What follows belongs to an exercise in optimizing a design on an open flow for small area; a production flow would make more cautious choices.
Only simulation tests tie the RTL to the original design; equivalence was not proved.
The flow treats the clock pin as an ideal source, which a real chip does not have.
No activity file was given, so power comes from the tool's default toggle rates.

==> design/flow/design.v <==
module btncore_debounce (
    input  wire clk,
    input  wire rst,
    input  wire btn_n,
    input  wire service,
    output wire is_debouncing,
    output wire due
);
    localparam [5:0] DB_LOAD = 6'b001010;
    localparam [5:0] DB_POL  = 6'b101010;
    reg  [5:0] t;
    reg        prev_n;
    wire [5:0] s = t ^ DB_POL;
    assign is_debouncing = |s;
    assign due = ~s[4] & ~s[3] & ~s[2] & (s[5] ^ s[0]);
    wire accept = prev_n & ~btn_n & ~is_debouncing;
    wire [5:0] nxt = (rst | service) ? 6'd0 :
                     accept          ? DB_LOAD :
                     {s[4:0], s[5] ^ s[4]};
    always @(posedge clk) begin
        prev_n <= btn_n;
        t      <= nxt ^ DB_POL;
    end
endmodule
module btncore_glyph (
    input  wire [3:0]  d,
    output wire [24:0] glyph
);
    assign glyph[0] = ~d[0] | d[1] | d[2] | d[3];
    assign glyph[1] = (~d[2] & ~d[0]) | (d[2] & d[0]) | d[1] | d[3];
    assign glyph[2] = d[0] | d[1] | ~d[2];
    assign glyph[3] = (~d[2] & ~d[0]) | (d[2] & d[0]) | d[1] | d[3];
    assign glyph[4] = ~d[0] | d[1] | d[2] | d[3];
    assign glyph[5] = (~d[1] & ~d[0]) | (d[2] & ~d[0]) | (d[2] & ~d[1]) | d[3];
    assign glyph[6] = (~d[3] & ~d[2] & ~d[1] & d[0]);
    assign glyph[7] = (~d[3] & ~d[2] & ~d[1] & d[0]);
    assign glyph[8] = 1'b0;
    assign glyph[9] = (~d[1] & ~d[0]) | (~d[2] & ~d[0]) | (d[1] & d[0]) | d[3];
    assign glyph[10] = ~d[0] | (d[2] & ~d[1]) | (~d[2] & d[1]) | d[3];
    assign glyph[11] = (d[1] & ~d[0]) | (d[2] & ~d[1]) | (~d[2] & d[1]) | d[3];
    assign glyph[12] = (d[1] & ~d[0]) | (~d[2] & d[0]) | (d[2] & ~d[1]) | d[3];
    assign glyph[13] = d[1] | d[2] | d[3];
    assign glyph[14] = ~d[0] | (d[2] & ~d[1]) | (~d[2] & d[1]) | d[3];
    assign glyph[15] = (d[1] & ~d[0]) | (~d[2] & ~d[0]);
    assign glyph[16] = 1'b0;
    assign glyph[17] = (~d[3] & ~d[2] & ~d[1] & d[0]) | (d[2] & d[1] & d[0]);
    assign glyph[18] = 1'b0;
    assign glyph[19] = (~d[1] & ~d[0]) | (d[2] & ~d[0]) | (~d[2] & d[1] & d[0]) | (d[2] & ~d[1]) | d[3];
    assign glyph[20] = (d[1] & ~d[0]) | (~d[2] & ~d[0]) | (d[2] & ~d[1] & d[0]) | (~d[2] & d[1]) | d[3];
    assign glyph[21] = (d[1] & ~d[0]) | (~d[1] & d[0]) | ~d[2];
    assign glyph[22] = d[0] | d[1] | ~d[2];
    assign glyph[23] = (d[1] & ~d[0]) | (~d[1] & d[0]) | ~d[2];
    assign glyph[24] = ~d[0] | (d[2] & ~d[1]) | (~d[2] & d[1]) | d[3];
endmodule
module btncore_tone (
    input  wire [3:0]  d,
    output wire [15:0] freq
);
    assign freq[0] = (d[1] & d[0]) | d[3];
    assign freq[1] = (d[1] & ~d[0]) | (~d[2] & ~d[1]) | (d[2] & d[1]);
    assign freq[2] = (d[2] & d[1] & ~d[0]) | (~d[2] & d[1] & d[0]) | (~d[3] & ~d[2] & ~d[1]);
    assign freq[3] = (d[3] & ~d[0]) | d[1] | d[2];
    assign freq[4] = (d[2] & ~d[1] & d[0]) | (~d[2] & d[1] & d[0]) | (d[3] & d[0]);
    assign freq[5] = (d[2] & d[1] & ~d[0]) | (~d[3] & ~d[1] & d[0]);
    assign freq[6] = (d[1] & ~d[0]) | (d[3] & ~d[0]) | (~d[2] & d[1]);
    assign freq[7] = (d[2] & ~d[0]) | (d[3] & d[0]) | (d[2] & ~d[1]);
    assign freq[8] = (d[1] & ~d[0]) | (d[2] & ~d[1]) | (~d[3] & ~d[2]);
    assign freq[9] = (d[2] & d[1] & d[0]) | d[3];
    assign freq[10] = 1'b0;
    assign freq[11] = 1'b0;
    assign freq[12] = 1'b0;
    assign freq[13] = 1'b0;
    assign freq[14] = 1'b0;
    assign freq[15] = 1'b0;
endmodule
module btncore_step (
    input  wire [3:0] d,
    output wire [3:0] t_inc,
    output wire [3:0] t_dec
);
    assign t_inc[0] = 1'b1;
    assign t_inc[1] = (~d[3] & d[0]);
    assign t_inc[2] = (d[1] & d[0]);
    assign t_inc[3] = (d[2] & d[1] & d[0]) | (d[3] & d[0]);
    assign t_dec[0] = 1'b1;
    assign t_dec[1] = (d[1] & ~d[0]) | (d[2] & ~d[0]) | (d[3] & ~d[0]);
    assign t_dec[2] = (d[2] & ~d[1] & ~d[0]) | (d[3] & ~d[0]);
    assign t_dec[3] = (~d[2] & ~d[1] & ~d[0]);
endmodule
module btncore_stage (
    input  wire clk,
    input  wire rst,
    input  wire arm,
    output wire fire
);
    localparam [5:0] ST_LOAD = 6'b001010;
    localparam [5:0] ST_POL  = 6'b101010;
    reg  [5:0] t;
    wire [5:0] s = t ^ ST_POL;
    assign fire = s[5] & ~s[4] & ~s[3] & ~s[2] & ~s[0];
    wire [5:0] nxt = rst ? 6'd0 :
                     arm ? ST_LOAD :
                     {s[4:0], (s[5] ^ s[4]) & ~fire};
    always @(posedge clk)
        t <= nxt ^ ST_POL;
endmodule
module btncore_silence (
    input  wire clk,
    input  wire rst,
    input  wire press,
    output wire fire
);
    wire [3:0] f;
    btncore_stage u_s0 (.clk(clk), .rst(rst), .arm(press), .fire(f[0]));
    btncore_stage u_s1 (.clk(clk), .rst(rst), .arm(f[0]),  .fire(f[1]));
    btncore_stage u_s2 (.clk(clk), .rst(rst), .arm(f[1]),  .fire(f[2]));
    btncore_stage u_s3 (.clk(clk), .rst(rst), .arm(f[2]),  .fire(f[3]));
    assign fire = f[3];
endmodule
module btncore (
    input  wire        clk,
    input  wire        rst,
    input  wire [1:0]  btn_n,
    output wire [3:0]  digit_o,
    output wire [24:0] glyph_o,
    output wire        render_stb_o,
    output wire        tone_on_o,
    output wire [15:0] tone_freq_o,
    output wire        tone_start_stb_o,
    output wire        tone_stop_stb_o,
    output wire        pwm_en_o,
    output wire        status_led_o,
    output wire [1:0]  is_debouncing_o,
    output wire [1:0]  irq_en_o
);
    localparam [6:0] BL_LOAD = 7'b1110000;
    localparam [6:0] BL_POL  = 7'b0101010;
    reg [3:0]  digit;
    reg [6:0]  blink;
    wire [6:0] bl = blink ^ BL_POL;
    reg        status_led;
    reg        tone_on;
    reg        pwm_en;
    reg        press_stb;
    reg        tone_stop_stb;
    wire [1:0] due;
    wire       ci = due[0];
    wire       cd = due[1] & ~due[0];
    btncore_debounce u_db_inc (
        .clk(clk), .rst(rst), .btn_n(btn_n[0]), .service(ci),
        .is_debouncing(is_debouncing_o[0]), .due(due[0])
    );
    btncore_debounce u_db_dec (
        .clk(clk), .rst(rst), .btn_n(btn_n[1]), .service(cd),
        .is_debouncing(is_debouncing_o[1]), .due(due[1])
    );
    wire press_inc = ci & ~btn_n[0];
    wire press_dec = cd & ~btn_n[1];
    wire press     = press_inc | press_dec;
    wire bf        = (bl == 7'd0);
    wire [3:0] digit_tinc, digit_tdec;
    btncore_step u_step (.d(digit), .t_inc(digit_tinc), .t_dec(digit_tdec));
    wire [1:0] fire;
    btncore_silence u_sil_inc (.clk(clk), .rst(rst), .press(press_inc), .fire(fire[0]));
    btncore_silence u_sil_dec (.clk(clk), .rst(rst), .press(press_dec), .fire(fire[1]));
    wire silence = |fire;
    always @(posedge clk) begin
        if (rst) begin
            digit         <= 4'd0;
            blink         <= BL_LOAD ^ BL_POL;
            status_led    <= 1'b0;
            tone_on       <= 1'b0;
            pwm_en        <= 1'b0;
            press_stb     <= 1'b0;
            tone_stop_stb <= 1'b0;
        end else begin
            digit <= digit ^ ({4{press_inc}} & digit_tinc)
                           ^ ({4{press_dec}} & digit_tdec);
            if (press)
                tone_on <= 1'b1;
            else if (silence)
                tone_on <= 1'b0;
            if (press)
                pwm_en <= 1'b1;
            press_stb     <= press;
            tone_stop_stb <= silence;
            if (bf) begin
                blink      <= BL_LOAD ^ BL_POL;
                status_led <= ~status_led;
            end else begin
                blink      <= {bl[5:0], ~(bl[6] ^ bl[5])} ^ BL_POL;
            end
        end
    end
    btncore_glyph u_glyph (.d(digit), .glyph(glyph_o));
    btncore_tone  u_tone  (.d(digit), .freq(tone_freq_o));
    assign digit_o          = digit;
    assign render_stb_o     = press_stb;
    assign tone_start_stb_o = press_stb;
    assign tone_on_o        = tone_on;
    assign tone_stop_stb_o  = tone_stop_stb;
    assign pwm_en_o         = pwm_en;
    assign status_led_o     = status_led;
    assign irq_en_o         = ~is_debouncing_o;
endmodule
==> design/flow/flow/run.sh <==
#!/bin/bash
# The standard layout (standard.sh, synth_recipe.tcl unchanged) with these
# settings changed:
#  - ABC maps the logic with an area-oriented script (flow/abc_area.script)
#    instead of ORFS's speed script: the design has 5 ns of slack to spare;
#  - the smallest buffer (buf_1) on every port;
#  - clock tree synthesis without dummy loads, and afterwards each clock
#    buffer is downsized as far as the clock-pin slew allows
#    (flow/downsize_clk.tcl, run as ORFS's POST_CTS_TCL hook).
# Registers are mapped before ABC runs, so they are the standard synthesis's.
set -euo pipefail
W=$PWD
cat > "$W/flow_synth.tcl" <<EOF
# ORFS's synthesis through synth_recipe.tcl, with ABC's -script replaced.
proc abc {args} {
  set i [lsearch -exact \$args -script]
  if {\$i >= 0} { lset args [expr {\$i + 1}] $W/flow/abc_area.script }
  yosys abc {*}\$args
}
source $W/synth_recipe.tcl
EOF
bash standard.sh "SYNTH_SCRIPT=$W/flow_synth.tcl" "ADDER_MAP_FILE=" \
  "BUFFER_PORTS_ARGS=-buffer_cell sky130_fd_sc_hd__buf_1" \
  "CTS_ARGS=-sink_clustering_enable -repair_clock_nets -dont_use_dummy_load" \
  "POST_CTS_TCL=$W/flow/downsize_clk.tcl" "CORE_UTILIZATION=60" "PLACE_DENSITY=0.75" \
  finish > standard.log 2>&1
==> design/flow/flow/abc_area.script <==
strash
dch -f
amap -m
==> design/flow/flow/downsize_clk.tcl <==
proc dsc_max_clk_slew {} {
  set mx 0
  foreach p [get_pins -hierarchical */CLK] {
    foreach e {rise fall} {
      set s [get_property $p slew_max_$e]
      if {$s > $mx} { set mx $s }
    }
  }
  return $mx
}
set dsc_target 0.122
set dsc_sizes {sky130_fd_sc_hd__clkbuf_1 sky130_fd_sc_hd__clkbuf_2 sky130_fd_sc_hd__clkbuf_4 sky130_fd_sc_hd__clkbuf_8 sky130_fd_sc_hd__clkbuf_16}
estimate_parasitics -placement
puts "clock buffer downsizing: max clock pin slew [dsc_max_clk_slew] before"
foreach inst [[ord::get_db_block] getInsts] {
  set m [[$inst getMaster] getName]
  if {[lsearch -exact $dsc_sizes $m] < 0} { continue }
  set orig $m
  foreach cand $dsc_sizes {
    if {$cand eq $orig} { break }
    replace_cell [get_cells [$inst getName]] [get_lib_cells $cand]
    estimate_parasitics -placement
    if {[dsc_max_clk_slew] <= $dsc_target} { break }
    replace_cell [get_cells [$inst getName]] [get_lib_cells $orig]
    estimate_parasitics -placement
  }
  puts "clock buffer [$inst getName]: $orig -> [[$inst getMaster] getName]"
}
puts "clock buffer downsizing: max clock pin slew [dsc_max_clk_slew] after"
==> design/flow/standard.sh <==
#!/bin/bash
# synth_recipe.tcl (not shown) runs the flow's synth.tcl, then flattens the netlist and writes it again
# the make line also repeats each setting of config.mk as NAME=value (left out here)
make -C /OpenROAD-flow-scripts/flow DESIGN_CONFIG=/design/flow/config.mk WORK_HOME=/design/flow/orfs CLKGATE_MAP_FILE= SYNTH_SCRIPT=/design/flow/synth_recipe.tcl "${@:-finish}"
==> design/flow/config.mk <==
export PLATFORM = sky130hd
export DESIGN_NAME = btncore
export DESIGN_NICKNAME = btncore
export VERILOG_FILES = /design/flow/design.v
export SDC_FILE = /design/flow/constraint.sdc
export NUM_CORES = 4
export LEC_CHECK = 0
export CAP_MARGIN = 20
export CORE_MARGIN = 2
export CORE_UTILIZATION = 40
export SLEW_MARGIN = 20
==> design/flow/constraint.sdc <==
create_clock -name core_clock -period 10.0 [get_ports {clk}]
set_input_delay 2.0000 -clock core_clock [delete_from_list [all_inputs] [get_ports {clk}]]
set_output_delay 2.0000 -clock core_clock [all_outputs]
set_load 0.01 [all_outputs]
==> summary.txt, run 1 <==
- Nets: 375
- First-pass GRT wire length: 8280 um
- Via count: 2188
- First drt pass iteration count: 4
- Post-synthesis sequential area ratio: 56.7%
- Mapped Area: 0.00275 sq mm
- Routed WL per cell: 11.6 um
- Placed Cells: 412
- Clock Latency Late Sink: 0.66 ns
- Critical path's slowest cell: dfxtp_1
- Remaining DRCs: 0
- Final RePlAce weighted congestion: 0.913
- Post-Route WL: 4870 um
- CP arrival: 2.40 ns
- Fin cells: 421
- DRT antenna net count: 0
- GR Layer Usage met2: 28.8%
- Met3 Resource Use GR: 5.63%
- Drt initial violations: 112
- Row cnt: 24
- Power Dens Cells: 162 mW/mm^2
- Synth Register Bits: 78
- Total global routing overflow: 0
- Most common cell after layout, fill and taps aside: dfxtp_1
- Cell taking the most area after synthesis: dfxtp_1
- Crit-path cells: clkinv_1, nor2_1, o21ai_0, o21bai_1, buf_1
- Die area: 0.00515 sq mm
- Critical path fanouts, max: 13
- Fmax: 227 MHz
- Setup_tns: 0 ns
- Commonest non-fill, non-tap cells in the layout: 78 x dfxtp_1, 68 x nor2_1, 49 x buf_1
- Vias in the first global route: 1916
- Worst-Margin Slew: 0.754 ns
- Slowest stage delay, CP: 0.60 ns
- Period minus WS final: 4.40 ns
- Final Util: 67.4%
- Worst hold-check path type: reg2reg
- Initial Utilization: 62.8%
- Crit end category: output port
- Pleak: 1.09 nW
- Worst-path clk slew: 0.12 ns
- Synth top area cells: dfxtp_1 57%, nor2_1 9.3%, o21ai_0 6.4%, buf_4 5.2%, nand2_1 3.3%
- Layout cell share with drive strength beyond 1: 2.17%
- WS Path Type: reg2out
- Initial antenna violation count: 0
- Netlist cell types: 24
- Max Cap Violations: 0
- Family with the most delay on the worst path: flip-flops
- Core Region: 0.00438 sq mm
- Relative slew slack: 49.7%
- GR peak layer: met2
- CTS tree: yes
- Total power: 0.000480 W
- Worst EP required: 8.00 ns
- Pre-CTS WS: 6.21 ns
- Final worst-path setup slack: 5.60 ns
- RSZ-0062 raised after global routing: no
- Crit start category: register
- Clock Skews: 0.0559 ns
- CP bufs+invs: 2
- Status: no timing/DRC/antenna violations
- IO Pins: 59
- Fin. max-slew vios: 0
- Tcrit/Tclk final: 44.0%
- Antenna Diode Count: 0
- Peak supply drop: 0.0998 mV
- DR vias/cell: 5.20
- Largest net degree at the start of global routing: 27
- Clock sink total: 78
- Die height: 71.7 um
- Yosys top cell area share: 56.7%
- Syn Area/Cell: 8.55 sq um
- Grt met1 use: 28.8%
- Final Hold Violating Endpoints: 0
- YS warnings: 3
- Die W: 71.7 um
- Total GRT Usage: 20.2%
- Final setup viols: 0
- Post-DP HPWL: 3480 um
- I/O Buffers: 49
- Layout area overhead: 7.32%
- Mapped Cells: 322
-- state kept, by name (all words and copies together) (netlist names), 4 cells and up --
signal            count
u_db_inc.t            6
u_sil_inc.u_s1.t      6
u_sil_inc.u_s2.t      6
digit                 4
u_db_dec.t            6
u_sil_dec.u_s0.t      6
blink                 7
u_sil_dec.u_s1.t      6
u_sil_inc.u_s0.t      6
u_sil_dec.u_s3.t      6
u_sil_inc.u_s3.t      6
u_sil_dec.u_s2.t      6
-- cell families (layout without fill, tap and decap cells) --
| logic type | count (synthesis) | in the layout | synth area share, % |
|---|---|---|---|
| flip-flops | 78 | 78 | 56.7 |
| AND/OR/NAND/NOR | 139 | 139 | 22.2 |
| other | 1 | 9 | 0.136 |
| AO/OA/AOI/OAI | 62 | 62 | 12.6 |
| buffers and inverters | 42 | 81 | 8.32 |
-- power by group --
group	switching, W	internal (W)
clock	0.0000864	0.0000384
combinational	0.0000242	0.0000111
sequential	0.00000371	0.000316
total	0.000114	0.000366
-- per-layer routing --
| metal | wire, um | part of all wire, % | vias to the layer above |
|---|---|---|---|
| met4 | 72 | 1.5 | 0 |
| met2 | 2110 | 43 | 39 |
| li1 | - | - | 1136 |
| met3 | 165 | 3.4 | 9 |
| met1 | 2520 | 52 | 1004 |
| met5 | 0 | 0 | - |
-- layout make-up --
type	count	area [sq um]
well taps	52	65.1
multi-input cells	210	992
flip-flops and latches	78	1560
repair buffers	49	184
fillers	360	1430
inverters	23	86.3
clock buffers	9	65.1
-- through the flow --
| stage | hold slack, ns | instance area (sq um) |
|---|---|---|
| 2_1_floorplan | 0.368 | 2780 |
| 3_3_place_gp | 0.370 | 2890 |
| 3_5_place_dp | 0.372 | 2890 |
| 5_1_grt | 0.397 | 2950 |
| 6_report | 0.386 | 2950 |
-- cell usage after synthesis, drive strengths merged --
cell and count:
nor2 68, o22ai 3, nor4 2, o211ai 1, o21bai 2, buf 19
or3 2, nand2b 8, o2111ai 1, o21ai 35, o21a 1, nor3 16
a21oi 12, or2 7, nand2 24, nor3b 2, nor2b 1, a211oi 6
clkinv 23, a221oi 1, dfxtp 78, conb 1, nand4 1, nand3 8
-- path summary, 6_finish.rpt --
check / start / endpoint / slack, ns / cells after the start
setup / recovery: digit[0] / glyph_o[19] / 5.60 / 5
hold / removal: u_sil_dec.u_s0.t[4] / u_sil_dec.u_s0.t[5] / 0.39 / 1
setup reg to reg: u_db_inc.t[0] / digit[3] / 7.84 / 12
hold reg to reg: u_sil_dec.u_s0.t[4] / u_sil_dec.u_s0.t[5] / 0.39 / 1
==> run 2, diff against run 1 <==
--- a/design/flow/design.v
+++ b/design/flow/design.v
@@ -6,21 +6,19 @@
     output wire is_debouncing,
     output wire due
 );
-    localparam [5:0] DB_LOAD = 6'b001010;
+    localparam [5:0] DB_LOAD = 6'b000101;
     localparam [5:0] DB_POL  = 6'b101010;
     reg  [5:0] t;
-    reg        prev_n;
     wire [5:0] s = t ^ DB_POL;
-    assign is_debouncing = |s;
-    assign due = ~s[4] & ~s[3] & ~s[2] & (s[5] ^ s[0]);
-    wire accept = prev_n & ~btn_n & ~is_debouncing;
-    wire [5:0] nxt = (rst | service) ? 6'd0 :
-                     accept          ? DB_LOAD :
+    wire idle = (s[5:1] == 5'd0);
+    assign is_debouncing = ~idle;
+    assign due = s[5] & ~s[3] & ~s[2] & ~s[1];
+    wire accept = idle & s[0] & ~btn_n;
+    wire [5:0] nxt = (rst | ((idle | service) & ~accept)) ? {5'd0, btn_n} :
+                     accept                               ? DB_LOAD :
                      {s[4:0], s[5] ^ s[4]};
-    always @(posedge clk) begin
-        prev_n <= btn_n;
-        t      <= nxt ^ DB_POL;
-    end
+    always @(posedge clk)
+        t <= nxt ^ DB_POL;
 endmodule
 module btncore_glyph (
     input  wire [3:0]  d,
--- a/design/flow/flow/downsize_clk.tcl
+++ b/design/flow/flow/downsize_clk.tcl
@@ -8,7 +8,7 @@
   }
   return $mx
 }
-set dsc_target 0.122
+set dsc_target 0.115
 set dsc_sizes {sky130_fd_sc_hd__clkbuf_1 sky130_fd_sc_hd__clkbuf_2 sky130_fd_sc_hd__clkbuf_4 sky130_fd_sc_hd__clkbuf_8 sky130_fd_sc_hd__clkbuf_16}
 estimate_parasitics -placement
 puts "clock buffer downsizing: max clock pin slew [dsc_max_clk_slew] before"
==> run 2 against run 1 <==
  * Fmax fell by 5.2%
  * Register-to-register slack got worse by 0.21 ns
  * Cell area fell by 0.64%
  * Still clean
  * Count of clock-buffer cells in the layout did not move
  * Highest routed layer unchanged
  * Total power fell by 2.5%
  * Flip-flop and latch count fell by 2
==> summary.txt, run 2 <==
- Status: no timing/DRC/antenna violations
- Final setup viols: 0 (unchanged)
- Largest register by flop count: blink
- Peak supply drop: 0.0969 mV (-2.9%)
- Tcrit/Tclk final: 46.4% (+2.4 points)
- Combinational family with the most area after synthesis: simple AND/OR/NAND/NOR gates
- Post-Route WL: 4820 um (-1.1%)
- Fin cells: 419 (-0.48%)
- Period minus WS final: 4.64 ns (+0.240 ns)
- Initial antenna violation count: 0 (unchanged)
- Layout area overhead: 7.61%
- DR vias/cell: 5.21 (+0.20%)
- WS Path Type: reg2out
- CTS tree: yes
- Max Cap Violations: 0 (unchanged)
- Mapped Cells: 322 (unchanged)
- Netlist cell types: 24 (unchanged)
- Clock Skews: 0.0437 ns (-0.0122 ns)
- Worst-path clk slew: 0.09 ns (-0.03 ns)
- Critical path fanouts, max: 15 (+2)
- Drt initial violations: 112 (unchanged)
- Total GRT Usage: 20.1% (-0.11 points)
- Synth Register Bits: 76 (-2.6%)
- Family with the most delay on the worst path: flip-flops
- First-pass GRT wire length: 8070 um (-2.5%)
- EDFF count, synth: 0 (unchanged)
- Die area: 0.00510 sq mm (-0.85%)
- Worst R2R End: digit[3]
- Post-synth ARST share: 0% (unchanged)
- Nets: 373 (-0.53%)
- Die W: 71.4 um (-0.43%)
- FF-to-FF Start: u_db_inc.t[2]
- Post-Synth XOR/XNOR Area: 0% (unchanged)
- CP bufs+invs: 2 (unchanged)
- Synth Flop Type: dfxtp_1
- Largest net degree at the start of global routing: 30 (+11%)
- Path depth of the worst reg2reg path: 8 (-4)
- Clock Latency Late Sink: 0.70 ns (+0.04 ns)
- Max reg flops: 7 (unchanged)
- R2R setup slack: 7.63 ns (-0.21 ns)
- Relative slew slack: 54.7% (+5.0 points)
- Row cnt: 24 (unchanged)
- Syn Area/Cell: 8.47 sq um (-0.91%)
- Worst hold-check path type: reg2reg
- Antenna Diode Count: 0 (unchanged)
- Crit start category: register
- Post-Synth Adder-Cell Area: 0% (unchanged)
- Clock sink total: 76 (-2.6%)
- CP arrival: 2.64 ns (+0.24 ns)
- RSZ-0062 raised after global routing: no
- First drt pass iteration count: 4 (unchanged)
- Critical Path Source: digit[0]
- Total power: 0.000468 W (-2.5%)
- Post-synthesis mux area share: 0% (unchanged)
- Hold Crit Depth: 1 (unchanged)
- Mapped Area: 0.00273 sq mm (-0.91%)
- Initial Utilization: 62.6% (-0.14 points)
- Post-DP HPWL: 3470 um (-0.49%)
- Total global routing overflow: 0 (unchanged)
- Commonest non-fill, non-tap cells in the layout: 76 x dfxtp_1, 65 x nor2_1, 49 x buf_1
- Worst-Margin Slew: 0.675 ns (-0.0790 ns)
- Die height: 71.4 um (-0.43%)
- Via count: 2182 (-0.27%)
- Worst EP required: 8.00 ns (about the same)
- Most common library cells after synthesis: 76 x dfxtp_1, 65 x nor2_1, 28 x o21ai_0
- IO Pins: 59 (unchanged)
- I/O Buffers: 49 (unchanged)
- Placed Cells: 410 (-0.49%)
- YS warnings: 3 (unchanged)
- Worst min-delay path startpoint: u_db_dec.t[2]
- Synth top area cells: dfxtp_1 56%, nor2_1 8.9%, buf_4 5.8%, o21ai_0 5.1%, nor3_1 3.9%
- DRT antenna net count: 0 (unchanged)
- Vias in the first global route: 1894 (-1.1%)
- Post-synthesis sequential area ratio: 55.8% (-0.95 points)
- Pleak: 1.10 nW (+0.65%)
- Power Dens Cells: 159 mW/mm^2 (-1.9%)
- Fmax: 216 MHz (-5.2%)
- Hold Path End: u_db_dec.t[3]
- Critical path's slowest cell: dfxtp_1
- Remaining DRCs: 0 (unchanged)
- Layout cell share with drive strength beyond 1: 2.45% (+0.28 points)
- Final RePlAce weighted congestion: 0.818 (-10%)
- Fin. max-slew vios: 0 (unchanged)
- Crit-path cells: clkinv_1, nor2_1, o21ai_0, or2_0, buf_1
- Yosys top cell area share: 55.8% (-0.95 points)
- Most common cell after layout, fill and taps aside: dfxtp_1
- Final Hold Violating Endpoints: 0 (unchanged)
- Routed WL per cell: 11.5 um (-0.60%)
- Hold WS: 0.381 ns (-0.00451 ns)
- Compound-cell area share of the yosys netlist: 11.3% (-1.3 points)
- Setup_tns: 0 ns (unchanged)
- Synth Area in Simple Gates: 23.9% (+1.7 points)
- Cell taking the most area after synthesis: dfxtp_1
- Core Region: 0.00435 sq mm (-0.68%)
- Crit end category: output port
- Cell with the most instances after synthesis: dfxtp_1
- Slowest stage delay, CP: 0.64 ns (+0.04 ns)
## run 2: worst reg2reg max path, cell delays in order (launching register included)
cell,delay [ns]
dfxtp_1,0.34
nand2b_1,0.16
nor3_1,0.08
nor4_1,0.27
nor2b_1,0.54
clkinv_1,0.24
nor4_1,0.38
nor2_1,0.09
a211oi_1,0.17
## run 2: layer usage
| layer | global-route usage [%] | share of wire (%) | vias to the layer above |
|---|---|---|---|
| li1 | - | - | 1146 |
| met1 | 25.5 | 47 | 995 |
| met2 | 31.7 | 49 | 36 |
| met3 | 5.06 | 3.9 | 5 |
| met4 | 10.7 | 0.95 | 0 |
| met5 | 0 | 0 | - |
## run 2: layout make-up
type | instances | area (sq um)
Sequential cell | 76 | 1520
Inverter | 22 | 82.6
Tap cell | 52 | 65.1
Clock buffer | 9 | 80.1
Fill cell | 371 | 1420
Multi-Input combinational cell | 211 | 1000
Timing Repair Buffer | 49 | 184
## run 2: worst max-delay path by stage
stage,endpoint,cells after the start
3_3_place_gp,u_db_dec.t[0],5
2_1_floorplan,glyph_o[19],4
5_1_grt,glyph_o[19],5
3_5_place_dp,u_db_dec.t[0],5
6_report,glyph_o[19],5
## run 2: kinds of logic (layout without fill, tap and decap cells)
group           Yosys count  after routing
other cells               1              9
compound gates           57             57
flops                    76             76
buf+inv                  43             80
simple gates            145            145
## run 2: metrics by stage
stage	instance area, sq um	setup WS [ns]	utilization [%]
after floorplan	2760	6.42	-
after global placement	2850	5.93	65.4
after detailed placement	2850	5.83	65.4
after global routing	2940	5.08	67.4
final	2940	5.36	67.4
## run 2: where the power goes
group          internal (W)  leakage [nW]  total (W)  switching [W]
clock             0.0000487        0.0453   0.000133      0.0000841
sequential         0.000307         0.616   0.000309     0.00000248
combinational    0.00000769         0.438  0.0000255      0.0000178
==> run 3, diff against run 2 <==
--- a/design/flow/flow/run.sh
+++ b/design/flow/flow/run.sh
@@ -22,5 +22,5 @@
 bash standard.sh "SYNTH_SCRIPT=$W/flow_synth.tcl" "ADDER_MAP_FILE=" \
   "BUFFER_PORTS_ARGS=-buffer_cell sky130_fd_sc_hd__buf_1" \
   "CTS_ARGS=-sink_clustering_enable -repair_clock_nets -dont_use_dummy_load" \
-  "POST_CTS_TCL=$W/flow/downsize_clk.tcl" "CORE_UTILIZATION=60" "PLACE_DENSITY=0.75" \
+  "POST_CTS_TCL=$W/flow/downsize_clk.tcl" "CORE_UTILIZATION=75" "PLACE_DENSITY=0.9" \
   finish > standard.log 2>&1
==> run 3 against run 2 <==
  * Still clean on timing, DRC and antenna
  * First-iteration DRC count is 83% higher
  * Non-clock buffer count is the same
  * Synthesized area unchanged
  * Global-route usage rose by 7.7 points
  * Via count is 4.0% higher
  * Core utilization increased by 18 points
  * Clock power down 6%
  * Fmax grew 9.9%
==> summary.txt, run 3 <==
- WS Path Type: reg2out
- R2R setup slack: 7.58 ns (-0.05 ns)
- DR vias/cell: 5.49 (+5.5%)
- Most common cell after layout, fill and taps aside: dfxtp_1
- Layout area overhead: 6.65%
- Post-Route WL: 5170 um (+7.2%)
- Critical path fanouts, max: 15 (unchanged)
- Commonest non-fill, non-tap cells in the layout: 76 x dfxtp_1, 65 x nor2_1, 49 x buf_1
- Total GRT Usage: 27.8% (+7.7 points)
- Post-synthesis sequential area ratio: 55.8% (unchanged)
- EDFF count, synth: 0 (unchanged)
- Detail Route met3 WL: 330 um (+76%)
- Hold WS: 0.359 ns (-0.0223 ns)
- Mapped Area: 0.00273 sq mm (unchanged)
- Largest net degree at the start of global routing: 30 (unchanged)
- Worst EP required: 8.00 ns (about the same)
- Synth top area cells: dfxtp_1 56%, nor2_1 8.9%, buf_4 5.8%, o21ai_0 5.1%, nor3_1 3.9%
- First-pass GRT wire length: 8790 um (+8.9%)
- Met1 Wirelength: 2120 um (-5.4%)
- Max reg flops: 7 (unchanged)
- Core Region: 0.00342 sq mm (-22%)
- RSZ-0062 raised after global routing: no
- Final RePlAce weighted congestion: 0.889 (+8.7%)
- Final Hold Violating Endpoints: 0 (unchanged)
- Power share of the clock group: 27.2% (-1.2 points)
- Combinational Power Share: 5.6% (about the same)
- Psw: 0.000104 W (-0.32%)
- Synth Register Bits: 76 (unchanged)
- Fin. max-slew vios: 0 (unchanged)
- Vias in the first global route: 2051 (+8.3%)
- Setup_tns: 0 ns (unchanged)
- Antenna Diode Count: 0 (unchanged)
- YS warnings: 3 (unchanged)
- Top routing layer used: met4
- Yosys top cell area share: 55.8% (unchanged)
- Worst min-delay path startpoint: u_sil_dec.u_s0.t[1]
- Initial Utilization: 79.9% (+17 points)
- Pleak: 1.10 nW (-0.39%)
- Row cnt: 21 (-13%)
- Die area: 0.00414 sq mm (-19%)
- CP arrival: 2.22 ns (-0.42 ns)
- First drt pass iteration count: 5 (+1)
- Period minus WS final: 4.22 ns (-0.416 ns)
- Max Cap Violations: 0 (unchanged)
- Fillers: 218 (-41%)
- Seq pwr share: 67.2% (+1.0 points)
- Power Dens Cells: 158 mW/mm^2 (-0.64%)
- Netlist cell types: 24 (unchanged)
- Largest register by flop count: blink
- Post-synth ARST share: 0% (unchanged)
- Die height: 64.3 um (-10%)
- Routed WL per cell: 12.5 um (+8.8%)
- Worst-path clk slew: 0.12 ns (+0.03 ns)
- Die W: 64.3 um (-10%)
- Final setup viols: 0 (unchanged)
- Internal: 0.000357 W (-1.9%)
- Drt initial violations: 205 (+83%)
- Footprint of the multi-input gates: 996 sq um (-0.62%)
- Critical Path Source: digit[0]
- Nets: 373 (unchanged)
- Relative slew slack: 34.8% (-20 points)
- Worst hold-check path type: reg2reg
- Most common library cells after synthesis: 76 x dfxtp_1, 65 x nor2_1, 28 x o21ai_0
- Layout cell share with drive strength beyond 1: 2.45% (unchanged)
- FF-to-FF Start: u_db_inc.t[3]
- Post-DP HPWL: 3780 um (+9.1%)
- CTS tree: yes
- Crit end category: output port
- Crit start category: register
- Met2 Wirelength: 2650 um (+13%)
- FF/Latch Area: 0.00152 sq mm (unchanged)
- Remaining DRCs: 0 (unchanged)
- Clock Skews: 0.0316 ns (-0.0121 ns)
- Switching Fraction: 22.6% (+0.27 points)
- Cell taking the most area after synthesis: dfxtp_1
- Status: no timing/DRC/antenna violations
- Fmax: 237 MHz (+9.9%)
- Cell with the most instances after synthesis: dfxtp_1
- Worst-Margin Slew: 0.969 ns (+0.294 ns)
- Syn Area/Cell: 8.47 sq um (unchanged)
- Peak supply drop: 0.124 mV (+28%)
- Mapped Cells: 322 (unchanged)
- Clock Latency Late Sink: 0.41 ns (-0.29 ns)
- IO Pins: 59 (unchanged)
- Initial antenna violation count: 0 (unchanged)
- I/O Buffers: 49 (unchanged)
- Via count: 2269 (+4.0%)
- Synth Flop Type: dfxtp_1
- DRT antenna net count: 0 (unchanged)
- Tcrit/Tclk final: 42.2% (-4.2 points)
- Clock sink total: 76 (unchanged)
- Total global routing overflow: 0 (unchanged)
[run 3: power groups by stage]
stage	sequential (W)	clock (W)	combinational, W
floorplan	0.000316	0	0.0000253
global placement	0.000316	0	0.0000245
detailed placement	0.000317	0	0.0000257
global route	0.000310	0.000141	0.0000294
finish	0.000310	0.000125	0.0000257
[run 3: per-stage QoR]
stage	area [sq um]	setup slack [ns]	total power, W	cells	utilization [%]
finish	2910	5.78	0.000461	413	85.2
global route	2910	5.61	0.000480	413	85.2
detailed placement	2840	5.85	0.000342	404	83.2
global placement	2840	6.00	0.000341	404	83.2
floorplan	2760	6.42	0.000341	330	-
[run 3: path summary, 6_finish.rpt]
| kind | cells past startpoint | to |
|---|---|---|
| max | 5 | glyph_o[19] |
| min | 1 | u_sil_dec.u_s0.t[2] |
| max reg2reg | 8 | digit[1] |
| min reg2reg | 1 | u_sil_dec.u_s0.t[2] |
[run 3: critical path, stage by stage, from the launching register on]
cell      delay (ns)
dfxtp_1         0.62
clkinv_1        0.42
nor2_1          0.31
o21ai_0         0.13
or2_0           0.23
buf_1           0.12
[run 3: metal layers]
metal / vias up / global-route usage (%)
met2: 70 / 46.6
met3: 8 / 10.2
li1: 1141 / -
met4: 0 / 9.57
met1: 1050 / 32.9
met5: - / 0
[run 3: final cells by class]
class / count / area share [%]
clock buffers: 9 / 2.32
flip-flops and latches: 76 / 52.3
multi-input cells: 211 / 34.2
repair buffers: 49 / 6.32
well taps: 46 / 1.98
inverters: 22 / 2.84
[run 3: cell families after synthesis]
family	Yosys count	synth area share, %
other	1	0.137
buffers and inverters	43	8.81
and+or+nand+nor	145	23.9
AOI/OAI and AO/OA	57	11.3
DFF	76	55.8
==> run 4, diff against run 3 <==
==> design/flow/flow/downsize_clk.tcl (replaced) <==
proc dsc_max_clk_slew {} {
  set mx 0
  foreach p [get_pins -hierarchical */CLK] {
    foreach e {rise fall} {
      set s [get_property $p slew_max_$e]
      if {$s > $mx} { set mx $s }
    }
  }
  return $mx
}
set dsc_target 0.110
set dsc_sizes {sky130_fd_sc_hd__clkbuf_1 sky130_fd_sc_hd__clkbuf_2 sky130_fd_sc_hd__clkbuf_4 sky130_fd_sc_hd__clkbuf_8 sky130_fd_sc_hd__clkbuf_16}
set dsc_start sky130_fd_sc_hd__clkbuf_8
estimate_parasitics -placement
puts "clock buffer sizing: max clock pin slew [dsc_max_clk_slew] before"
set dsc_leaves {}
set dsc_upper {}
foreach inst [[ord::get_db_block] getInsts] {
  if {[lsearch -exact $dsc_sizes [[$inst getMaster] getName]] < 0} { continue }
  set upper 0
  foreach it [[[$inst findITerm X] getNet] getITerms] {
    set other [$it getInst]
    if {$other ne $inst && [lsearch -exact $dsc_sizes [[$other getMaster] getName]] >= 0} { set upper 1 }
  }
  if {$upper} { lappend dsc_upper $inst } else { lappend dsc_leaves $inst }
}
set dsc_all [concat $dsc_leaves $dsc_upper]
foreach inst $dsc_all {
  if {[[$inst getMaster] getName] ne $dsc_start} {
    replace_cell [get_cells [$inst getName]] [get_lib_cells $dsc_start]
  }
}
estimate_parasitics -placement
puts "clock buffer sizing: max clock pin slew [dsc_max_clk_slew] with all at clkbuf_8"
foreach inst $dsc_all {
  set orig [[$inst getMaster] getName]
  foreach cand $dsc_sizes {
    if {$cand eq $orig} { break }
    replace_cell [get_cells [$inst getName]] [get_lib_cells $cand]
    estimate_parasitics -placement
    if {[dsc_max_clk_slew] <= $dsc_target} { break }
    replace_cell [get_cells [$inst getName]] [get_lib_cells $orig]
    estimate_parasitics -placement
  }
  puts "clock buffer [$inst getName]: [[$inst getMaster] getName]"
}
puts "clock buffer sizing: max clock pin slew [dsc_max_clk_slew] after"
==> run 4 against run 3 <==
  * Still clean
  * Clock skew shrank 0.0028 ns
  * Register-to-register slack got worse by 0.04 ns
  * Via count increased by 0.75%
  * Sequential share of layout area down 0.067 points
  * Clock power hardly changed
  * Cell count unchanged
==> summary.txt, run 4 <==
- Cell with the most instances after synthesis: dfxtp_1
- Status: no timing/DRC/antenna violations
- CTS tree: yes
- FF-to-FF Start: u_db_inc.t[3]
- Max Cap Violations: 0 (unchanged)
- Clock sink total: 76 (unchanged)
- IO Pins: 59 (unchanged)
- Drt initial violations: 243 (+19%)
- Power Dens Cells: 159 mW/mm^2 (+0.30%)
- Synth Register Bits: 76 (unchanged)
- Compound-cell area share of the yosys netlist: 11.3% (unchanged)
- Mapped Cells: 322 (unchanged)
- Die area: 0.00414 sq mm (unchanged)
- Die W: 64.3 um (unchanged)
- Worst-path clk slew: 0.09 ns (-0.03 ns)
- First drt pass iteration count: 5 (unchanged)
- Final Hold Violating Endpoints: 0 (unchanged)
- WP depth: 5 (unchanged)
- Mapped Area: 0.00273 sq mm (unchanged)
- Die height: 64.3 um (unchanged)
- Yosys top cell area share: 55.8% (unchanged)
- Max reg flops: 7 (unchanged)
- Nets: 373 (unchanged)
- Tcrit/Tclk final: 42.8% (+0.62 points)
- DRT antenna net count: 0 (unchanged)
- Post-synthesis mux area share: 0% (unchanged)
- Top routing layer used: met4
- Path depth of the worst reg2reg path: 8 (unchanged)
- Peak supply drop: 0.123 mV (-0.24%)
- Relative slew slack: 30.4% (-4.4 points)
- Worst EP required: 8.00 ns (about the same)
- Initial antenna violation count: 0 (unchanged)
- Post-Route WL: 5240 um (+1.4%)
- Final setup viols: 0 (unchanged)
- Crit-path cells: clkinv_1, nor2_1, o21ai_0, or2_0, buf_1
- Synth Flop Type: dfxtp_1
- Synth Area in Simple Gates: 23.9% (unchanged)
- Netlist cell types: 24 (unchanged)
- Worst-Margin Slew: 1.03 ns (+0.0649 ns)
- Period minus WS final: 4.28 ns (+0.0623 ns)
- Total power: 0.000463 W (+0.43%)
- Cell taking the most area after synthesis: dfxtp_1
- Most common cell after layout, fill and taps aside: dfxtp_1
- Layout cell share with drive strength beyond 1: 2.45% (unchanged)
- Fin cells: 413 (unchanged)
- Most common library cells after synthesis: 76 x dfxtp_1, 65 x nor2_1, 28 x o21ai_0
- Met2 Wirelength: 2660 um (+0.53%)
- Antenna Diode Count: 0 (unchanged)
- Post-Synth Adder-Cell Area: 0% (unchanged)
- RSZ-0062 raised after global routing: no
- CP arrival: 2.28 ns (+0.06 ns)
- Vias in the first global route: 2051 (unchanged)
- Remaining DRCs: 0 (unchanged)
- Post-Synth XOR/XNOR Area: 0% (unchanged)
- Placed Cells: 404 (unchanged)
- Core Region: 0.00342 sq mm (unchanged)
- Fin. max-slew vios: 0 (unchanged)
- Post-DP HPWL: 3780 um (unchanged)
- Critical path fanouts, max: 15 (unchanged)
- Combinational family with the most area after synthesis: simple AND/OR/NAND/NOR gates
- Initial Utilization: 79.9% (unchanged)
- Total global routing overflow: 0 (unchanged)
- R2R setup slack: 7.54 ns (-0.04 ns)
- WS Path Type: reg2out
- Crit path capture: glyph_o[19]
- Clock Latency Late Sink: 0.48 ns (+0.07 ns)
- I/O Buffers: 49 (unchanged)
- Worst hold-check path type: reg2reg
- Clock Skews: 0.0287 ns (-0.00285 ns)
- Critical Path Source: digit[0]
- Largest net degree at the start of global routing: 30 (unchanged)
- EDFF count, synth: 0 (unchanged)
- Synth top area cells: dfxtp_1 56%, nor2_1 8.9%, buf_4 5.8%, o21ai_0 5.1%, nor3_1 3.9%
- Post-synthesis sequential area ratio: 55.8% (unchanged)
- Fmax: 233 MHz (-1.5%)
- Via count: 2286 (+0.75%)
- Detail Route met3 WL: 381 um (+15%)
- Slowest stage delay, CP: 0.62 ns (about the same)
- Pleak: 1.10 nW (+0.20%)
- Largest register by flop count: blink
- Family with the most delay on the worst path: flip-flops
- Setup_tns: 0 ns (unchanged)
- CP bufs+invs: 2 (unchanged)
- Syn Area/Cell: 8.47 sq um (unchanged)
- Worst R2R End: digit[1]
- Total GRT Usage: 27.8% (unchanged)
- Routed WL per cell: 12.7 um (+1.4%)
- Critical path's slowest cell: dfxtp_1
- Commonest non-fill, non-tap cells in the layout: 76 x dfxtp_1, 65 x nor2_1, 49 x buf_1
- Crit start category: register
- Layout area overhead: 6.79%
- Final RePlAce weighted congestion: 0.889 (unchanged)
- Crit end category: output port
- YS warnings: 3 (unchanged)
- Row cnt: 21 (unchanged)
- DR vias/cell: 5.54 (+0.75%)
- First-pass GRT wire length: 8790 um (unchanged)
- Post-synth ARST share: 0% (unchanged)
- Met1 Wirelength: 2140 um (+0.75%)
==> run 4: cell counts after synthesis <==
Identical to the previous run, type by type.
==> run 4: cell families after synthesis <==
kind of cell    Yosys count
buf+inv                  43
other cells               1
flops                    76
compound gates           57
simple gates            145
==> run 4: how the worst min path moves through the flow <==
stage | depth (start not counted) | slack [ns] | startpoint | to
3_3_place_gp | 1 | 0.36 | u_db_inc.t[2] | u_db_inc.t[3]
5_1_grt | 1 | 0.40 | u_sil_inc.u_s2.t[1] | u_sil_inc.u_s2.t[2]
3_5_place_dp | 1 | 0.36 | u_db_dec.t[2] | u_db_dec.t[3]
6_report | 1 | 0.37 | u_db_dec.t[2] | u_db_dec.t[3]
2_1_floorplan | 1 | 0.35 | u_db_dec.t[2] | u_db_dec.t[3]
==> run 4: per-layer routing <==
layer / GRT usage (%) / vias up
li1: - / 1135
met3: 10.2 / 6
met5: 0 / -
met4: 9.57 / 0
met1: 32.9 / 1062
met2: 46.6 / 83
==> run 4: area by class of cell <==
cell class	instances	area, sq um
clock buffers	9	71.3
fillers	217	503
inverters	22	82.6
multi-input cells	211	996
flip-flops and latches	76	1520
well taps	46	57.6
repair buffers	49	184
==> run 4: power breakdown <==
group | switching (W) | internal, W
clock | 0.0000840 | 0.0000434
sequential | 0.00000248 | 0.000307
combinational | 0.0000181 | 0.00000769
==> run 4: worst register-to-register path, delay by kind of cell, from the launching register on <==
kind | cells | cell delay (ns)
AO/OA/AOI/OAI | 3 | 0.39
flip-flops | 1 | 0.37
buffers and inverters | 2 | 0.42
AND/OR/NAND/NOR | 3 | 1.22
==> run 4: per-stage QoR <==
| step | hold WS (ns) | setup slack, ns | utilization [%] | instance area [sq um] |
|---|---|---|---|---|
| floorplan | 0.353 | 6.42 | - | 2760 |
| global placement | 0.360 | 6.00 | 83.2 | 2840 |
| global route | 0.405 | 5.51 | 85.3 | 2910 |
| finish | 0.372 | 5.72 | 85.3 | 2910 |
| detailed placement | 0.364 | 5.85 | 83.2 | 2840 |
==> run 5, diff against run 4 <==
--- a/design/flow/design.v
+++ b/design/flow/design.v
@@ -131,7 +131,7 @@
     output wire [1:0]  is_debouncing_o,
     output wire [1:0]  irq_en_o
 );
-    localparam [6:0] BL_LOAD = 7'b1110000;
+    localparam [6:0] BL_LOAD = 7'b0101010;
     localparam [6:0] BL_POL  = 7'b0101010;
     reg [3:0]  digit;
     reg [6:0]  blink;
@@ -155,7 +155,7 @@
     wire press_inc = ci & ~btn_n[0];
     wire press_dec = cd & ~btn_n[1];
     wire press     = press_inc | press_dec;
-    wire bf        = (bl == 7'd0);
+    wire bf        = ~bl[5] & ~bl[3] & ~bl[2] & ~bl[1] & ~bl[0];
     wire [3:0] digit_tinc, digit_tdec;
     btncore_step u_step (.d(digit), .t_inc(digit_tinc), .t_dec(digit_tdec));
     wire [1:0] fire;
@@ -186,7 +186,7 @@
                 blink      <= BL_LOAD ^ BL_POL;
                 status_led <= ~status_led;
             end else begin
-                blink      <= {bl[5:0], ~(bl[6] ^ bl[5])} ^ BL_POL;
+                blink      <= {bl[5:0], bl[6] ^ bl[0]} ^ BL_POL;
             end
         end
     end
==> run 5 against run 4 <==
  * Synthesized area down 0.60%
  * First-iteration DRC count down 8.2%
  * Count of clock-buffer cells in the layout unchanged
  * Still clean
  * Largest power group unchanged
==> summary.txt, run 5 <==
- Syn Area/Cell: 8.47 sq um (about the same)
- Worst-path clk slew: 0.09 ns (about the same)
- First drt pass iteration count: 5 (unchanged)
- Tcrit/Tclk final: 43.1% (+0.24 points)
- Combinational Power Share: 7.6% (+2.0 points)
- Worst R2R End: digit[3]
- Status: no timing/DRC/antenna violations
- Post-synth ARST share: 0% (unchanged)
- Remaining DRCs: 0 (unchanged)
- Mapped Area: 0.00271 sq mm (-0.60%)
- Relative slew slack: 43.1% (+13 points)
- Critical path fanouts, max: 14 (-1)
- Routed WL per cell: 12.6 um (-0.55%)
- Commonest non-fill, non-tap cells in the layout: 76 x dfxtp_1, 72 x nor2_1, 49 x buf_1
- IO Pins: 59 (unchanged)
- Initial antenna violation count: 0 (unchanged)
- Power share of the clock group: 26.7% (-0.8 points)
- Fin. max-slew vios: 0 (unchanged)
- Yosys top cell area share: 56.1% (+0.33 points)
- Nets: 371 (-0.54%)
- Hold Crit Depth: 1 (unchanged)
- Core Region: 0.00342 sq mm (unchanged)
- YS warnings: 3 (unchanged)
- Final RePlAce weighted congestion: 0.940 (+5.7%)
- Most common library cells after synthesis: 76 x dfxtp_1, 72 x nor2_1, 28 x o21ai_0
- Fin area: 0.00289 sq mm (-0.64%)
- Die area: 0.00411 sq mm (-0.56%)
- Placed Cells: 402 (-0.50%)
- Crit-path cells: clkinv_1, nor2_1, o21ai_0, or2_0, buf_1
- Hold Path End: u_sil_inc.u_s0.t[5]
- Switching Fraction: 24.0% (+1.5 points)
- Cell with the most instances after synthesis: dfxtp_1
- EDFF count, synth: 0 (unchanged)
- Drt initial violations: 223 (-8.2%)
- Fin cells: 411 (-0.48%)
- Total GRT Usage: 27.4% (-0.38 points)
- Worst min-delay path startpoint: u_sil_inc.u_s0.t[4]
- Vias in the first global route: 2040 (-0.54%)
- Path depth of the worst reg2reg path: 8 (unchanged)
- Antenna Diode Count: 0 (unchanged)
- Row cnt: 21 (unchanged)
- Cell taking the most area after synthesis: dfxtp_1
- DR vias/cell: 5.49 (-0.83%)
- I/O Buffers: 49 (unchanged)
- Post-DP HPWL: 3580 um (-5.4%)
- Worst-Margin Slew: 0.845 ns (-0.189 ns)
- CP arrival: 2.31 ns (+0.03 ns)
- Synth top area cells: dfxtp_1 56%, nor2_1 10%, buf_4 5.8%, o21ai_0 5.2%, nor3_1 3.9%
- Pleak: 1.08 nW (-1.2%)
- Worst EP required: 8.00 ns (about the same)
- Clock Skews: 0.0548 ns (+0.0261 ns)
- Final Hold Violating Endpoints: 0 (unchanged)
- Netlist cell types: 22 (-8.3%)
- Synth Register Bits: 76 (unchanged)
- Post-Route WL: 5180 um (-1.0%)
- Critical path's slowest cell: dfxtp_1
- Largest net degree at the start of global routing: 24 (-20%)
- Layout area overhead: 6.74% (about the same)
- Total global routing overflow: 0 (unchanged)
- Mapped Cells: 320 (-0.62%)
- Synth Flop Type: dfxtp_1
- Internal: 0.000361 W (+0.79%)
- Die height: 64.1 um (-0.28%)
- Die W: 64.1 um (-0.28%)
- Psw: 0.000114 W (+9.3%)
- Peak supply drop: 0.126 mV (+1.8%)
- CTS tree: yes
- Fmax: 232 MHz (-0.55%)
- Clock sink total: 76 (unchanged)
- Power Dens Cells: 164 mW/mm^2 (+3.4%)
- Slowest stage delay, CP: 0.61 ns (about the same)
- Period minus WS final: 4.31 ns (+0.0237 ns)
- Seq pwr share: 65.7% (-1.2 points)
- Initial Utilization: 79.4% (-0.48 points)
- Via count: 2256 (-1.3%)
- Total power: 0.000475 W (+2.7%)
- Placed Area: 0.00283 sq mm (-0.57%)
- Crit end category: output port
- Layout cell share with drive strength beyond 1: 2.47% (+0.013 points)
- Post-synthesis sequential area ratio: 56.1% (+0.33 points)
- RSZ-0062 raised after global routing: no
- Worst hold-check path type: reg2reg
- Clock Latency Late Sink: 0.48 ns (about the same)
- Final setup viols: 0 (unchanged)
- FF-to-FF Start: u_db_inc.t[2]
- WS Path Type: reg2out
- Crit start category: register
- Max reg flops: 7 (unchanged)
- Most common cell after layout, fill and taps aside: dfxtp_1
- R2R setup slack: 7.52 ns (-0.02 ns)
- Max Cap Violations: 0 (unchanged)
- DRT antenna net count: 0 (unchanged)
- Largest register by flop count: blink
- First-pass GRT wire length: 8700 um (-1.0%)
- Hold WS: 0.372 ns (-0.000737 ns)
- Setup_tns: 0 ns (unchanged)
==> run 5: changes by cell type after synthesis, sizes merged, moves of 2 or more <==
cell    previous run  this run
a21oi             19        17
a211oi             2         4
nand3             11         8
or3                3         1
nor4               4         2
nor2              65        72
==> run 5: final cells by class <==
cell class              instances  area, sq um
flip-flops and latches         76         1520
clock buffers                   9         68.8
well taps                      46         57.6
fillers                       225          522
inverters                      21         78.8
repair buffers                 49          184
multi-input cells             210          983
==> run 5: cell families after synthesis <==
kind of cell           Yosys count  synth area share [%]
buffers and inverters           42                  8.72
and+or+nand+nor                143                  23.3
other                            1                 0.138
DFF                             76                  56.1
AOI/OAI and AO/OA               58                  11.7
==> run 5: worst max-delay path, delay by kind of cell (launching register included) <==
family          cells  cell delay (ns)
simple gates        2             0.55
buf+inv             2             0.55
compound gates      1             0.13
flops               1             0.61
==> run 5: how the worst max path moves through the flow <==
stage               startpoint       endpoint  slack [ns]  depth (start not counted)
finish                digit[0]    glyph_o[19]        5.69                          5
floorplan             digit[0]    glyph_o[19]        6.41                          4
global placement           rst  u_db_inc.t[0]        6.05                          6
detailed placement         rst  u_db_inc.t[0]        5.97                          5
global route          digit[0]    glyph_o[19]        5.42                          5
==> run 5: power groups by stage <==
stage	Combinational (W)	Clock [W]	Sequential (W)
2_1_floorplan	0.0000318	0	0.000319
3_3_place_gp	0.0000349	0	0.000319
3_5_place_dp	0.0000356	0	0.000319
5_1_grt	0.0000411	0.000142	0.000313
6_report	0.0000360	0.000127	0.000312
==> run 5: per-stage QoR <==
stage | worst slack [ns] | utilization [%]
2_1_floorplan | 6.41 | -
5_1_grt | 5.42 | 84.7
3_3_place_gp | 6.05 | 82.7
3_5_place_dp | 5.97 | 82.7
6_report | 5.69 | 84.7
==> run 5: per-layer routing <==
| metal | wire length [um] | track usage (%) |
|---|---|---|
| met1 | 2340 | 34.7 |
| met2 | 2460 | 44.5 |
| met3 | 318 | 8.27 |
| met4 | 55 | 10.1 |
| met5 | 0 | 0 |
==> run 6, diff against run 5 <==
--- a/design/flow/flow/run.sh
+++ b/design/flow/flow/run.sh
@@ -22,5 +22,5 @@
 bash standard.sh "SYNTH_SCRIPT=$W/flow_synth.tcl" "ADDER_MAP_FILE=" \
   "BUFFER_PORTS_ARGS=-buffer_cell sky130_fd_sc_hd__buf_1" \
   "CTS_ARGS=-sink_clustering_enable -repair_clock_nets -dont_use_dummy_load" \
-  "POST_CTS_TCL=$W/flow/downsize_clk.tcl" "CORE_UTILIZATION=75" "PLACE_DENSITY=0.9" \
+  "POST_CTS_TCL=$W/flow/downsize_clk.tcl" "CORE_UTILIZATION=85" "PLACE_DENSITY=0.95" \
   finish > standard.log 2>&1
==> run 6 against run 5 <==
  * The flow now stops in global placement (3_3_place_gp)
  * Synthesized area unchanged
  * Synthesized cell count stayed put
==> summary.txt, run 6 <==
- Mapped Area: 0.00271 sq mm (unchanged)
- YS warnings: 3 (unchanged)
- Synth Flop Type: dfxtp_1
- Post-Synth XOR/XNOR Area: 0% (unchanged)
- EDFF count, synth: 0 (unchanged)
- Post-Synth Adder-Cell Area: 0% (unchanged)
- Combinational family with the most area after synthesis: simple AND/OR/NAND/NOR gates
- Compound-cell area share of the yosys netlist: 11.7% (unchanged)
- Synth Area in Simple Gates: 23.3% (unchanged)
- Synth Register Bits: 76 (unchanged)
- Post-synthesis sequential area ratio: 56.1% (unchanged)
- Cell taking the most area after synthesis: dfxtp_1
- Die height: 60.5 um (-5.7%)
- Netlist cell types: 22 (unchanged)
- Row cnt: 20 (-4.8%)
- Mapped Cells: 320 (unchanged)
- Post-synthesis mux area share: 0% (unchanged)
- Initial Utilization: 88.8% (+9.4 points)
- Status: aborted with a tool error
- Cell with the most instances after synthesis: dfxtp_1
- Syn Area/Cell: 8.47 sq um (unchanged)
- Synth top area cells: dfxtp_1 56%, nor2_1 10%, buf_4 5.8%, o21ai_0 5.2%, nor3_1 3.9%
- Most common library cells after synthesis: 76 x dfxtp_1, 72 x nor2_1, 28 x o21ai_0
- Die W: 60.5 um (-5.7%)
- Yosys top cell area share: 56.1% (unchanged)
- Post-synth ARST share: 0% (unchanged)
- I/O Buffers: 49 (unchanged)
- Tool error: [ERROR GPL-0301] Utilization 100.444 % exceeds 100%.
- Failing step: global placement (3_3_place_gp)
- IO Pins: 59 (unchanged)
run 6: cells by family after synthesis:
group | count (synthesis)
other | 1
and+or+nand+nor | 143
DFF | 76
buffers and inverters | 42
AOI/OAI and AO/OA | 58
==> run 7, diff against run 6 <==
--- a/design/flow/flow/run.sh
+++ b/design/flow/flow/run.sh
@@ -22,5 +22,5 @@
 bash standard.sh "SYNTH_SCRIPT=$W/flow_synth.tcl" "ADDER_MAP_FILE=" \
   "BUFFER_PORTS_ARGS=-buffer_cell sky130_fd_sc_hd__buf_1" \
   "CTS_ARGS=-sink_clustering_enable -repair_clock_nets -dont_use_dummy_load" \
-  "POST_CTS_TCL=$W/flow/downsize_clk.tcl" "CORE_UTILIZATION=85" "PLACE_DENSITY=0.95" \
+  "POST_CTS_TCL=$W/flow/downsize_clk.tcl" "CORE_UTILIZATION=80" "PLACE_DENSITY=0.93" \
   finish > standard.log 2>&1
==> run 7 against run 6 <==
  * The run now finishes clean
  * Synthesized area stayed put
  * Synthesized cell count stayed put
==> summary.txt, run 7 <==
- Status: no timing/DRC/antenna violations
- Peak supply drop: 0.144 mV
- Max reg flops: 7
- Post-Route WL: 5500 um
- Relative slew slack: 39.4%
- I/O Buffers: 49 (unchanged)
- Routed WL per cell: 13.4 um
- First drt pass iteration count: 5
- Critical Path Source: digit[0]
- Clock Skews: 0.0540 ns
- Die height: 62.2 um (+2.9%)
- Setup_tns: 0 ns
- Layout cell share with drive strength beyond 1: 2.47%
- Synth Area in Simple Gates: 23.3% (unchanged)
- DRT antenna net count: 0
- Crit-path cells: clkinv_1, nor2_1, o21ai_0, or2_0, buf_1
- Post-synthesis mux area share: 0% (unchanged)
- Most common cell after layout, fill and taps aside: dfxtp_1
- Synth Flop Type: dfxtp_1
- Nets: 371
- Crit start category: register
- Placed Area: 0.00283 sq mm
- Worst-Margin Slew: 0.901 ns
- Final setup viols: 0
- Cell taking the most area after synthesis: dfxtp_1
- Final Hold Violating Endpoints: 0
- YS warnings: 3 (unchanged)
- Fin. max-slew vios: 0
- Clock Latency Late Sink: 0.47 ns
- Power Dens Cells: 163 mW/mm^2
- Period minus WS final: 4.36 ns
- Max Cap Violations: 0
- Hold WS: 0.350 ns
- Worst EP required: 8.00 ns
- Worst-path clk slew: 0.10 ns
- Layout area overhead: 6.51%
- Total global routing overflow: 0
- Post-Synth XOR/XNOR Area: 0% (unchanged)
- Remaining DRCs: 0
- Mapped Cells: 320 (unchanged)
- Final RePlAce weighted congestion: 0.918
- Cell with the most instances after synthesis: dfxtp_1
- Placed Cells: 402
- Critical path's slowest cell: dfxtp_1
- Vias in the first global route: 2142
- Most common library cells after synthesis: 76 x dfxtp_1, 72 x nor2_1, 28 x o21ai_0
- Commonest non-fill, non-tap cells in the layout: 76 x dfxtp_1, 72 x nor2_1, 49 x buf_1
- DR vias/cell: 5.57
- Netlist cell types: 22 (unchanged)
- Drt initial violations: 187
- Via count: 2291
- Fmax: 229 MHz
- FF/Latch Area: 0.00152 sq mm
- FF-to-FF Start: u_db_inc.t[2]
- Tcrit/Tclk final: 43.6%
- EDFF count, synth: 0 (unchanged)
- Slowest stage delay, CP: 0.61 ns
- WS Path Type: reg2out
- Initial Utilization: 82.6% (-6.3 points)
- Largest register by flop count: blink
- Yosys top cell area share: 56.1% (unchanged)
- Worst hold-check path type: reg2reg
- Compound-cell area share of the yosys netlist: 11.7% (unchanged)
- Worst min-delay path startpoint: u_sil_inc.u_s2.t[1]
- CP arrival: 2.36 ns
- Fillers: 182
- Final Util: 87.9%
- First-pass GRT wire length: 9380 um
- Total GRT Usage: 30.9%
- Pleak: 1.08 nW
- Crit end category: output port
- Mapped Area: 0.00271 sq mm (unchanged)
- Core Region: 0.00328 sq mm
- Antenna Diode Count: 0
- Post-DP HPWL: 4060 um
- CTS tree: yes
- Synth Register Bits: 76 (unchanged)
- Fin cells: 411
- Post-synth ARST share: 0% (unchanged)
- Post-Synth Adder-Cell Area: 0% (unchanged)
- Synth top area cells: dfxtp_1 56%, nor2_1 10%, buf_4 5.8%, o21ai_0 5.2%, nor3_1 3.9%
- Syn Area/Cell: 8.47 sq um (unchanged)
- Combinational family with the most area after synthesis: simple AND/OR/NAND/NOR gates
- Critical path fanouts, max: 14
- Largest net degree at the start of global routing: 24
- Clock sink total: 76
- Post-synthesis sequential area ratio: 56.1% (unchanged)
- IO Pins: 59 (unchanged)
- RSZ-0062 raised after global routing: no
- Die W: 62.2 um (+2.9%)
- Initial antenna violation count: 0
- Footprint of the multi-input gates: 983 sq um
- Fin area: 0.00289 sq mm
- Die area: 0.00387 sq mm
- Row cnt: 21 (+5.0%)
-- run 7: cell counts after synthesis --
No cell type changed its count.
-- run 7: final timing paths --
kind                          to  slack, ns  cells after the start
max reg2reg             digit[1]       7.54                      8
min reg2reg  u_sil_inc.u_s2.t[2]       0.35                      1
max                  glyph_o[19]       5.64                      5
min          u_sil_inc.u_s2.t[2]       0.35                      1
-- run 7: kinds of logic (layout without fill, tap and decap cells) --
kind of cell    after synthesis  in the layout
simple gates                143            143
flops                        76             76
compound gates               58             58
buf+inv                      42             79
other cells                   1              9
-- run 7: area by class of cell --
cell class / count / share of cell area (%)
clock buffers: 9 / 2.17
multi-input cells: 210 / 34.1
flip-flops and latches: 76 / 52.7
inverters: 21 / 2.73
repair buffers: 49 / 6.37
well taps: 46 / 1.99
-- run 7: stage by stage --
step,total power [W],worst slack (ns)
after floorplan,0.000350,6.41
after global placement,0.000354,6.10
after detailed placement,0.000356,5.88
after global routing,0.000489,5.47
final,0.000472,5.64
-- run 7: critical path, delay by kind of cell (launching register included) --
family                 cells  cell delay, ns
AO/OA/AOI/OAI              1            0.16
buffers and inverters      2            0.55
flip-flops                 1            0.61
AND/OR/NAND/NOR            2            0.58
-- run 7: layer usage --
metal / routed length [um] / track usage, %
met5: 0 / 0
met4: 134 / 12.5
met3: 239 / 5.62
met2: 2880 / 55.2
met1: 2240 / 36.8
-- run 7: power by group --
part	switching, W	internal [W]
Combinational	0.0000259	0.0000110
Clock	0.0000846	0.0000374
Sequential	0.00000409	0.000309
Total	0.000115	0.000357
==> run 8, diff against run 7 <==
--- a/design/flow/flow/run.sh
+++ b/design/flow/flow/run.sh
@@ -6,7 +6,9 @@
 #  - the smallest buffer (buf_1) on every port;
 #  - clock tree synthesis without dummy loads, and afterwards each clock
 #    buffer is downsized as far as the clock-pin slew allows
-#    (flow/downsize_clk.tcl, run as ORFS's POST_CTS_TCL hook).
+#    (flow/downsize_clk.tcl, run as ORFS's POST_CTS_TCL hook);
+#  - a denser floorplan and placement (CORE_UTILIZATION 80, PLACE_DENSITY
+#    0.93), which shortens the clock and signal wires.
 # Registers are mapped before ABC runs, so they are the standard synthesis's.
 set -euo pipefail
 W=$PWD
@@ -23,4 +25,5 @@
   "BUFFER_PORTS_ARGS=-buffer_cell sky130_fd_sc_hd__buf_1" \
   "CTS_ARGS=-sink_clustering_enable -repair_clock_nets -dont_use_dummy_load" \
   "POST_CTS_TCL=$W/flow/downsize_clk.tcl" "CORE_UTILIZATION=80" "PLACE_DENSITY=0.93" \
+  "SKIP_REPAIR_TIE_FANOUT=1" \
   finish > standard.log 2>&1
==> run 8 against run 7 <==
  * Total power is 0.83% higher
  * First-iteration DRC count increased by 22%
  * Register-to-register slack hardly changed
  * Global-route usage down 3.0 points
  * Sequential share of layout area increased by 0.39 points
  * Still clean
  * Count of clock-buffer cells in the layout stayed put
  * Largest cell class unchanged
  * Synthesized cell count unchanged
  * Cell area is 0.74% lower
  * Clock power up 4%
  * Non-clock buffer count did not move
  * Core utilization is 0.65 points lower
==> summary.txt, run 8 <==
- Relative slew slack: 44.2% (+4.8 points)
- Post-synthesis sequential area ratio: 56.1% (unchanged)
- Most common cell after layout, fill and taps aside: dfxtp_1
- Yosys top cell area share: 56.1% (unchanged)
- Drt initial violations: 229 (+22%)
- Period minus WS final: 4.23 ns (-0.132 ns)
- Mapped Area: 0.00271 sq mm (unchanged)
- Max Cap Violations: 0 (unchanged)
- Initial antenna violation count: 0 (unchanged)
- IO Pins: 59 (unchanged)
- Power Dens Cells: 166 mW/mm^2 (+1.6%)
- DRT antenna net count: 0 (unchanged)
- Critical path's slowest cell: dfxtp_1
- Largest register by flop count: blink
- Most common library cells after synthesis: 76 x dfxtp_1, 72 x nor2_1, 28 x o21ai_0
- Family with the most delay on the worst path: flip-flops
- Clock sink total: 76 (unchanged)
- Clock Skews: 0.0280 ns (-0.0260 ns)
- RSZ-0062 raised after global routing: no
- Post-DP HPWL: 3540 um (-13%)
- Vias in the first global route: 2038 (-4.9%)
- Grt met1 use: 32.6% (-4.2 points)
- Critical path fanouts, max: 14 (unchanged)
- Status: no timing/DRC/antenna violations
- Met3 Resource Use GR: 8.70% (+3.1 points)
- Remaining DRCs: 0 (unchanged)
- CTS tree: yes
- Setup_tns: 0 ns (unchanged)
- CP bufs+invs: 2 (unchanged)
- Fillers: 196 (+7.7%)
- Crit end category: output port
- Worst EP required: 8.00 ns (about the same)
- Die area: 0.00387 sq mm (unchanged)
- Die W: 62.2 um (unchanged)
- WS Path Type: reg2out
- Clock Latency Late Sink: 0.45 ns (-0.02 ns)
- First-pass GRT wire length: 8580 um (-8.5%)
- GR peak layer: met2
- CP arrival: 2.23 ns (-0.13 ns)
- Worst hold-check path type: reg2reg
- Worst-path clk slew: 0.08 ns (-0.02 ns)
- Crit start category: register
- Layout cell share with drive strength beyond 1: 2.52% (+0.055 points)
- Hold WS: 0.389 ns (+0.0390 ns)
- Row cnt: 21 (unchanged)
- Nets: 363 (-2.2%)
- Final Util: 87.3% (-0.65 points)
- Core Region: 0.00328 sq mm (unchanged)
- DR vias/cell: 5.39 (-3.2%)
run 8: cell counts after synthesis:
No cell type changed its count.
run 8: cell families after synthesis:
group                  after synthesis  share of synthesized area [%]
AND/OR/NAND/NOR                    143                           23.3
other                                1                          0.138
buffers and inverters               42                           8.72
AO/OA/AOI/OAI                       58                           11.7
flip-flops                          76                           56.1
run 8: stage by stage:
stage	cell area, sq um	cells	setup WS, ns
global route	2870	403	5.47
finish	2870	403	5.77
global placement	2800	394	6.06
floorplan	2710	320	6.41
detailed placement	2800	394	5.92
run 8: worst register-to-register path, delay by kind of cell, from the launching register on:
family	cells	cell delay (ns)
simple gates	4	1.22
compound gates	2	0.38
flops	1	0.33
buf+inv	2	0.44
run 8: worst paths after layout:
kind	to	slack (ns)	depth (start not counted)	startpoint
max	glyph_o[19]	5.77	5	digit[0]
min	u_sil_dec.u_s2.t[2]	0.39	1	u_sil_dec.u_s2.t[1]
max reg2reg	digit[3]	7.54	8	u_db_inc.t[2]
min reg2reg	u_sil_dec.u_s2.t[2]	0.39	1	u_sil_dec.u_s2.t[1]
run 8: power by group:
part	internal, W	total [W]	switching (W)	leakage (nW)
Sequential	0.000308	0.000313	0.00000428	0.617
Combinational	0.0000110	0.0000360	0.0000250	0.398
Clock	0.0000436	0.000127	0.0000831	0.0435
Total	0.000363	0.000475	0.000112	1.06
run 8: final cells by class:
cell class,count,area (sq um),area share [%]
sequential,76,1520,53.1
multi-input combinational,202,953,33.3
timing repair buffer,49,184,6.42
tap,46,57.6,2.01
inverter,21,78.8,2.75
clock buffer,9,71.3,2.49
run 8: routing by layer:
metal  share of wire (%)  vias up  routed length, um
li1                    -     1120                  -
met1                  43      974               2110
met2                  50       76               2430
met3                 6.8        4                334
met4                0.39        0                 19
met5                   0        -                  0

what the ideal ports hide:
In the flow no input, the clock included, has a driving cell. The finished layouts below were timed again as built, in two steps.
Step 1: set_driving_cell puts a clkbuf_16 on clk and a buf_2 on each other input, an assumption about the parent block.
Step 2 moves the port delays by t, midway between the first and last clock arrival at a register: inputs arrive t later, outputs are due t later. That takes back most of the time a late clock gives input paths.
Three values: ideal ports, drivers, drivers and shift; two values: the first two.
run	shift t [ns]	setup slack, ns	worst setup path after step 2
run 1	0.655	5.602 / 5.576 / 6.226	input to register
run 2	0.711	5.361 / 5.336 / 5.918	input to register
run 3	0.419	5.777 / 5.754 / 5.853	input to register
run 4	0.484	5.715 / 5.692 / 5.843	input to register
run 5	0.472	5.691 / 5.670 / 5.908	input to register
run 7	0.470	5.636 / 5.609 / 5.838	input to register
run 8	0.460	5.768 / 5.743 / 5.917	input to register
After both steps setup and hold are still met in every run listed.
